From an optimization exercise on the open Yosys and OpenROAD flow, aimed at small area, a short achievable clock period and few clock cycles; shortcuts taken in it are not production practice.
The RTL was checked by simulation tests, not by an equivalence proof against the original design.
Power and IR drop assume default switching activity.

## v22
==> flow/design.v (excerpt) <==
module tmc_decoder (
    input  wire         clk,
    input  wire         rst,
    input  wire         in_valid,
    output wire         in_ready,
    input  wire [1:0]   in_op,        
    input  wire         in_clk,
    input  wire         in_dat,
    input  wire         in_stb,
    input  wire         cfg_clk_present,
    input  wire         cfg_dat_present,
    input  wire         cfg_stb_present,
    input  wire [31:0]  cfg_samplerate,
    input  wire [1:0]   cfg_radix,
    output wire         out_valid,
    input  wire         out_ready,
    output reg  [3:0]   out_kind,
    output reg  [15:0]  out_ss,
    output reg  [15:0]  out_es,
    output reg  [7:0]   out_val,
    output reg  [3:0]   out_nbits,
    output reg  [263:0] out_blist,    
    output reg  [47:0]  out_rate,
    output wire [1:0]   status_err,
    output wire [1:0]   out_radix
);
    localparam integer DIV_CYC   = 48;               
  ...
For scale: ~1900 cells after synthesis, roughly 370 flip-flops, ~19000 um^2 of cells after synthesis.
Settings: LEC_CHECK=0, CAP_MARGIN=20, CORE_MARGIN=2, CORE_UTILIZATION=65, SETUP_SLACK_MARGIN=4.5, SLEW_MARGIN=20; clock period 8.0 ns.
standard.sh (not shown) runs the stock make flow with config.mk's settings and CLKGATE_MAP_FILE= SYNTH_SCRIPT=/design/flow/synth_recipe.tcl, a recipe that flattens the netlist after the stock synthesis.
==> flow/flow/run.sh <==
#!/bin/bash
export BUFFER_PORTS_ARGS="-buffer_cell sky130_fd_sc_hd__buf_1"
export CTS_ARGS="-sink_clustering_enable -repair_clock_nets -dont_use_dummy_load -sink_clustering_size 24 -sink_clustering_max_diameter 80 -buf_list {sky130_fd_sc_hd__clkbuf_16}"
bash standard.sh > standard.log 2>&1
Testbench counts of v22, summed over its fixed seeds: cycles 70,566.
Edits applied to the flow inputs when going from v22 to v12:
- CORE_UTILIZATION changed from 65 to 55
==> flow/flow/run.sh <==
#!/bin/bash
export BUFFER_PORTS_ARGS="-buffer_cell sky130_fd_sc_hd__buf_1"
export CTS_ARGS="-sink_clustering_enable -repair_clock_nets -dont_use_dummy_load -buf_list {sky130_fd_sc_hd__clkbuf_4 sky130_fd_sc_hd__clkbuf_8}"
bash standard.sh > standard.log 2>&1
Of the two values seen for timing endpoint of the critical path, out_es[1] was produced by v22 and out_ss[2] by v12.
Total power, v22 and v12: larger value in v12
Changes observed in v12 relative to v22: leakage power rose 3.2%; non-clock buffer count in the final layout lost 5; routed wire length per instance +about 0.55%.
After detailed routing, v22 needs less wire than v12.
Highest signal layer in the routed design: met5 -> v22, met4 -> v12
Edits applied to the flow inputs when going from v12 to v6:
- swapping 55 for 65 in CORE_UTILIZATION
==> summary.txt <==
- Global-route usage came out higher on v6 than on v12.
- Row count ended up about 7% lower on v6 than on v12.
- Diff v12 -> v6: mean routed wirelength per cell shrank by about 1.4%, core utilization shows an increase of 11 points.
Changes in v14 relative to v6:
==> flow/flow/run.sh <==
#!/bin/bash
export BUFFER_PORTS_ARGS="-buffer_cell sky130_fd_sc_hd__buf_1"
export CTS_ARGS="-sink_clustering_enable -repair_clock_nets -dont_use_dummy_load -sink_clustering_size 20 -sink_clustering_max_diameter 80 -buf_list {sky130_fd_sc_hd__clkbuf_8 sky130_fd_sc_hd__clkbuf_16}"
bash standard.sh > standard.log 2>&1
==> summary.txt <==
Against v6, v14 reports a amount of wire on met3 after detailed routing that is lower.
Between v14 and v6, the sequential power does not differ in any meaningful way.
Between v14 and v6, the share of the final layout cell area in sequential cells is lower for v6.
v14 against v6: total routed wire length on the met1 layer level, number of non-clock buffers in the layout moved down, setup slack moved up.
Changes in v58 relative to v14:
==> flow/flow/run.sh <==
#!/bin/bash
export BUFFER_PORTS_ARGS="-buffer_cell sky130_fd_sc_hd__buf_1"
export CTS_ARGS="-sink_clustering_enable -repair_clock_nets -dont_use_dummy_load -sink_clustering_size 24 -sink_clustering_max_diameter 80 -buf_list {sky130_fd_sc_hd__clkbuf_8 sky130_fd_sc_hd__clkbuf_16}"
bash standard.sh > standard.log 2>&1
Notes after the runs:
Compared v58 against v14; horizontal die dimension within noise.
Fmax, v58 and v14: lower on v58
Total non-filler cell area in the finished layout: v14 vs v58, no meaningful difference
v58 ended with more power share of the combinational group than v14.
Compared with v14, v58 shows a final wirelength that is 0.76% higher.
Compare v58 and v14 | global routing usage on met1 lower: v58
Wire length of the first global-routing pass of v58 falls short of that of v14 slightly.
In terms of count of non-filler cells in the finished layout, v58 and v14 differ only marginally.
v58: worst slew margin relative to its limit is 1.6 points higher than what v14 reported.


Another version of the RTL of tmc_decoder (not shown whole).
Size: about 2000 cells after synthesis, about 410 I/O pins, about 20000 um2 of cells after synthesis.
==> flow/config.mk <==
export PLATFORM = sky130hd
export DESIGN_NAME = tmc_decoder
export DESIGN_NICKNAME = tmc_decoder
export VERILOG_FILES = /design/flow/design.v
export SDC_FILE = /design/flow/constraint.sdc
export NUM_CORES = 4
export LEC_CHECK = 0
export CAP_MARGIN = 20
export CORE_MARGIN = 2
export CORE_UTILIZATION = 40
export SETUP_SLACK_MARGIN = 4.4
export SLEW_MARGIN = 20
==> flow/constraint.sdc <==
create_clock -name core_clock -period 8.0 [get_ports {clk}]
set_input_delay 1.6000 -clock core_clock [delete_from_list [all_inputs] [get_ports {clk}]]
set_output_delay 1.6000 -clock core_clock [all_outputs]
set_load 0.01 [all_outputs]
==> flow/flow/run.sh <==
#!/bin/bash
export BUFFER_PORTS_ARGS="-buffer_cell sky130_fd_sc_hd__buf_1"
export CTS_ARGS="-sink_clustering_enable -repair_clock_nets -dont_use_dummy_load -buf_list {sky130_fd_sc_hd__clkbuf_4 sky130_fd_sc_hd__clkbuf_8}"
bash standard.sh > standard.log 2>&1
Testbench counts at the start, summed over its fixed seeds: cycles 70,566.
==> next run, changes <==
Settings changed: SETUP_SLACK_MARGIN 4.4 to 4.5.
Wire length increases by a few percent.
Combinational power hardly moves.
Maximum frequency increases by a few percent.
Final area increases slightly.
Area after synthesis stays the same.
Global-route usage increases by 0.41 points.
Clock skew decreases by 0.020 ns.
==> next run, changes <==
Settings changed: SETUP_SLACK_MARGIN 4.5 to 4.7.
Clock-buffer cell count is unchanged.
Routed wire length came out higher by 3.2%.
Critical path depth is lower by 5.
Synthesized area is unchanged.
Setup slack stays flat.
Non-clock buffer count is higher by 47.
Via count rises by 0.76%.
Power climbs by 1.0%.
Die area stays the same.

==> static timing again, ports no longer ideal <==
The results above use ideal ports. As a check the final layouts listed here were re-extracted and re-timed, cells and wires unchanged. Step 1 assumes that a clkbuf_16 drives the clock port and a buf_2 every other input. Step 2 adds t to the input delays and takes it off the output delays; t is the mean of the earliest and latest rising clock arrival at the registers after step 1. Input paths then give back, and output paths get back, about the clock's delay inside the block. Slacks: no drivers / after step 1 / after step 2; pairs: no drivers / after step 1.
run	t, ns	slack for setup (ns)	clock arrival spread, ns	worst data-port slew with drivers (ns)	cell pins on the clock port's net
v22	0.567	4.555 / 4.502 / 4.030	0.040 / 0.040	0.08	1
v12	0.683	4.481 / 4.429 / 3.857	0.064 / 0.064	0.08	1
v6	0.639	4.528 / 4.474 / 3.987	0.072 / 0.072	0.08	1
v14	0.581	4.574 / 4.520 / 4.033	0.061 / 0.061	0.08	1
v58	0.567	4.555 / 4.502 / 4.030	0.040 / 0.040	0.08	1
the first run of note 2	0.671	4.446 / 4.391 / 3.805	0.075 / 0.075	0.10	1
the second run of note 2	0.667	4.520 / 4.473 / 3.888	0.062 / 0.062	0.11	1
the third run of note 2	0.660	4.522 / 4.464 / 4.063	0.059 / 0.059	0.10	1
After both steps every run listed still meets setup and hold. The setup slack of the first run of note 2, which loses most, moves by -0.055 ns with the drivers and by -0.641 ns with both steps.
